Source: an optimization exercise on an open RTL-to-GDS flow (aim: small area, a short achievable clock period and few clock cycles per item). Production flows keep margins and buffers that such runs may drop.
The RTL was checked by simulation tests, not by an equivalence proof against the original design.

the baseline:
==> module lbm_pair, before the edit <==
module lbm_pair (
    input  wire [159:0] audio,      
    output wire [79:0]  pkeys       
);
    genvar j;
    generate
        for (j = 0; j < 10; j = j + 1) begin : g_pair
            wire [7:0] s0 = audio[16*j +: 8];
            wire [7:0] s1 = audio[16*j+8 +: 8];
            wire [7:0] k0 = {s0[6:0] ^ {7{~s0[7]}}, ~s0[7]};
            wire [7:0] k1 = {s1[6:0] ^ {7{~s1[7]}}, ~s1[7]};
            assign pkeys[8*j +: 8] = (k0 > k1) ? k0 : k1;
        end
    endgenerate
endmodule
==> module lbm_peak, before the edit <==
module lbm_peak (
    input  wire [79:0] keys,
    output wire [7:0]  pkey
);
    wire [9:0] alive [0:8];
    assign alive[8] = 10'h3FF;
    genvar j, b;
    generate
        for (b = 7; b >= 0; b = b - 1) begin : g_bit
            wire [9:0] hit;
            for (j = 0; j < 10; j = j + 1) begin : g_j
                assign hit[j] = alive[b+1][j] & keys[8*j+b];
            end
            assign pkey[b]  = |hit;
            assign alive[b] = pkey[b] ? hit : alive[b+1];
        end
    endgenerate
endmodule
==> module lbm_dsp, before the edit <==
module lbm_dsp (
    input  wire         clk,
    input  wire         rst,
    input  wire         in_valid,
    output wire         in_ready,
    input  wire [1:0]   in_op,        
    input  wire         in_mode,      
    input  wire [7:0]   in_raw,       
    input  wire [159:0] in_audio,     
    output reg          out_valid,
    output reg  [6:0]   out_target,
    output wire [15:0]  out_vu,
    output wire [7:0]   out_r,
    output wire [7:0]   out_g,
    output wire [7:0]   out_b
);
    localparam OP_TARGET = 2'd0;
    localparam OP_VUSAMP = 2'd1;
    localparam OP_VUMAX  = 2'd2;
    assign in_ready = 1'b1;
    reg         c_valid;
    reg [1:0]   c_op;
    reg         c_mode;
    reg [7:0]   c_raw;
    reg [79:0]  c_pair;      
    wire [79:0] pair;
    lbm_pair u_pair (.audio(in_audio), .pkeys(pair));
    always @(posedge clk) begin
        c_valid <= in_valid & ~rst;
        c_op    <= in_op;
        c_mode  <= in_mode;
        c_raw   <= in_raw;
        c_pair  <= pair;
    end
    wire [6:0] target;
    lbm_curve u_curve (.raw(c_raw), .mode(c_mode), .target(target));
    wire [7:0] pkey;
    lbm_peak u_peak (.keys(c_pair), .pkey(pkey));
    reg       d_samp, d_vmax, d_valid;
    reg [7:0] d_pkey;
    reg [6:0] d_target;
    always @(posedge clk) begin
        d_valid  <= c_valid & ~rst;
        d_samp   <= c_valid & ~rst & (c_op == OP_VUSAMP);
        d_vmax   <= c_valid & ~rst & (c_op == OP_VUMAX);
        d_pkey   <= pkey;
        d_target <= (c_op == OP_TARGET) ? target : 7'd0;
    end
    reg [15:0] vu_state;
    reg [7:0]  win0, win1, win2;    
    reg [7:0]  col_r;
    reg [5:0]  col_g;
    wire [7:0] m01  = (d_pkey > win0) ? d_pkey : win0;
    wire [7:0] m23  = (win1 > win2) ? win1 : win2;
    wire [7:0] skey = (m01 > m23) ? m01 : m23;
    wire [7:0] sig  = {1'b0, skey[7:1]} + {7'd0, skey[0]};    
    wire [15:0] decay  = vu_state + {4'hF, ~vu_state[15:4]} + {15'd0, ~|vu_state[3:0]};
    wire        attack = ({sig, 8'd0} >= vu_state);
    wire        dzero  = (decay[15:8] == 8'd0);
    wire [8:0] didx = {1'b0, decay[15:8]} + {8'd0, decay[7]};
    reg  [6:0] idx;
    always @(*) begin
        if (d_vmax)
            idx = 7'd127;
        else if (attack)
            idx = sig[7] ? 7'd127 : sig[6:0];
        else if (dzero)
            idx = 7'd0;
        else
            idx = (didx[8] | didx[7]) ? 7'd127 : didx[6:0];
    end
    wire [7:0] nr;
    wire [5:0] ng;
    lbm_vu_color u_color (.idx(idx), .r(nr), .g(ng));
    always @(posedge clk) begin
        if (rst) begin
            vu_state <= 16'd0;
            win0 <= 8'd0; win1 <= 8'd0; win2 <= 8'd0;
            col_r <= 8'd0;
            col_g <= 6'd0;
            out_valid <= 1'b0;
        end else begin
            out_valid <= d_valid;
            if (d_samp) begin
                vu_state <= attack ? {sig, 8'd0} : dzero ? 16'd0 : decay;
                win0 <= d_pkey; win1 <= win0; win2 <= win1;
            end else if (d_vmax) begin
                vu_state <= 16'hFFFF;
            end
            if (d_samp | d_vmax) begin
                col_r <= nr;
                col_g <= ng;
            end
        end
        out_target <= d_target;
    end
    assign out_vu = vu_state;
    assign out_r  = col_r;
    assign out_g  = {2'd0, col_g};
    assign out_b  = 8'd0;
endmodule
==> flow/config.mk <==
export PLATFORM = sky130hd
export DESIGN_NAME = lbm_dsp
export DESIGN_NICKNAME = lbm_dsp
export VERILOG_FILES = /design/flow/design.v
export SDC_FILE = /design/flow/constraint.sdc
export NUM_CORES = 4
export LEC_CHECK = 0
export ABC_AREA = 1
export CAP_MARGIN = 20
export CORE_MARGIN = 2
export CORE_UTILIZATION = 40
export SLEW_MARGIN = 20
==> flow/constraint.sdc <==
create_clock -name core_clock -period 70.0 [get_ports {clk}]
set_input_delay 14.0000 -clock core_clock [delete_from_list [all_inputs] [get_ports {clk}]]
set_output_delay 14.0000 -clock core_clock [all_outputs]
set_load 0.01 [all_outputs]
standard.sh (not shown) runs the stock make flow with config.mk's settings and CLKGATE_MAP_FILE= SYNTH_SCRIPT=/design/flow/synth_recipe.tcl, a recipe that flattens the netlist after the stock synthesis.
==> flow/flow/run.sh <==
#!/bin/bash
# The standard layout, with two changes to how it is built:
#  - port buffers are sky130_fd_sc_hd__buf_1 (buffer_ports -buffer_cell)
#    instead of the cell buffer_ports picks by itself;
#  - clock tree synthesis adds no dummy loads.
# Every tool's output goes to the ORFS logs under orfs/logs; make's own
# output goes to standard.log here.
set -euo pipefail
export BUFFER_PORTS_ARGS="-buffer_cell sky130_fd_sc_hd__buf_1"
export CTS_ARGS="-sink_clustering_enable -repair_clock_nets -dont_use_dummy_load"
bash standard.sh finish > standard.log 2>&1
The baseline ran to completion and came out clean on the timing, DRC and antenna checks.
Testbench counts of the baseline, summed over its fixed seeds: cycles 16,024, items 16,000.
diff inputs: the baseline => the candidate
--- a/flow/design.v
+++ b/flow/design.v
@@ -665,37 +665,28 @@
     input  wire       mode,
     output wire [6:0] target
 );
     lbm_trad_table u_tab (.raw(raw), .mode(mode), .target(target));
 endmodule
-module lbm_pair (
+module lbm_peak (
     input  wire [159:0] audio,      
-    output wire [79:0]  pkeys       
+    output wire [7:0]   pkey        
 );
-    genvar j;
+    wire [7:0] k [0:19];
+    genvar j, b;
     generate
-        for (j = 0; j < 10; j = j + 1) begin : g_pair
-            wire [7:0] s0 = audio[16*j +: 8];
-            wire [7:0] s1 = audio[16*j+8 +: 8];
-            wire [7:0] k0 = {s0[6:0] ^ {7{~s0[7]}}, ~s0[7]};
-            wire [7:0] k1 = {s1[6:0] ^ {7{~s1[7]}}, ~s1[7]};
-            assign pkeys[8*j +: 8] = (k0 > k1) ? k0 : k1;
+        for (j = 0; j < 20; j = j + 1) begin : g_key
+            assign k[j] = {audio[8*j +: 7] ^ {7{~audio[8*j+7]}}, ~audio[8*j+7]};
         end
     endgenerate
-endmodule
-module lbm_peak (
-    input  wire [79:0] keys,
-    output wire [7:0]  pkey
-);
-    wire [9:0] alive [0:8];
-    assign alive[8] = 10'h3FF;
-    genvar j, b;
+    wire [19:0] alive [0:8];
+    assign alive[8] = 20'hFFFFF;
     generate
         for (b = 7; b >= 0; b = b - 1) begin : g_bit
-            wire [9:0] hit;
-            for (j = 0; j < 10; j = j + 1) begin : g_j
-                assign hit[j] = alive[b+1][j] & keys[8*j+b];
+            wire [19:0] hit;
+            for (j = 0; j < 20; j = j + 1) begin : g_j
+                assign hit[j] = alive[b+1][j] & k[j][b];
             end
             assign pkey[b]  = |hit;
             assign alive[b] = pkey[b] ? hit : alive[b+1];
         end
     endgenerate
@@ -729,24 +720,22 @@
     assign in_ready = 1'b1;
     reg         c_valid;
     reg [1:0]   c_op;
     reg         c_mode;
     reg [7:0]   c_raw;
-    reg [79:0]  c_pair;      
-    wire [79:0] pair;
-    lbm_pair u_pair (.audio(in_audio), .pkeys(pair));
+    reg [159:0] c_audio;
     always @(posedge clk) begin
         c_valid <= in_valid & ~rst;
         c_op    <= in_op;
         c_mode  <= in_mode;
         c_raw   <= in_raw;
-        c_pair  <= pair;
+        c_audio <= in_audio;
     end
     wire [6:0] target;
     lbm_curve u_curve (.raw(c_raw), .mode(c_mode), .target(target));
     wire [7:0] pkey;
-    lbm_peak u_peak (.keys(c_pair), .pkey(pkey));
+    lbm_peak u_peak (.audio(c_audio), .pkey(pkey));
     reg       d_samp, d_vmax, d_valid;
     reg [7:0] d_pkey;
     reg [6:0] d_target;
     always @(posedge clk) begin
         d_valid  <= c_valid & ~rst;
### Flow results
- Clock period minus final worst setup slack down 550 ps in the candidate wrt the baseline
- Re share of the synthesized area in compound gates (AO/OA/AOI/OAI): the baseline was higher than the candidate.
- Diff the baseline -> the candidate: gate count of the mapped netlist now larger, largest net degree at the start of global routing increased by 8 relative to the old numbers, final cell count increased by about 5% relative to the old numbers.
- Looking at met2 layer wire length in the routed design, the candidate sits above the baseline.
- Delta(share of the cycle needed by the critical path after routing, the candidate - the baseline) < 0
- | wire length | higher: the candidate |
- Compared with the baseline, the candidate ends up with a larger final cell area.
- Floorplan die width grows by a few percent when moving from the baseline to the candidate.
Testbench counts of the candidate, summed over its fixed seeds: cycles 16,024, items 16,000.

## static timing again, ports no longer ideal
The flow's constraints put no driver on any port. The routed layouts listed below were extracted and timed again, unchanged, in two steps.
Step 1: set_driving_cell puts a clkbuf_16 on clk and a buf_2 on each other input, an assumption about the parent block.
Step 2 times the ports against the registers' clock, not the clock port: input delays grow and output delays shrink by t, the midpoint of the rising clock arrivals with the driver on.
Three values: ideal ports, drivers, drivers and shift; two values: the first two.
run	t, ns	setup WS [ns]	worst setup path at the end	cell pins on the clock port's net
the baseline	0.475	54.302 / 54.297 / 53.823	input to register	1
the candidate	0.577	54.853 / 54.801 / 54.345	input to register	1
After both steps every run listed still meets setup and hold. The setup slack of the candidate, which loses most, moves by -0.052 ns with the drivers and by -0.508 ns with both steps.
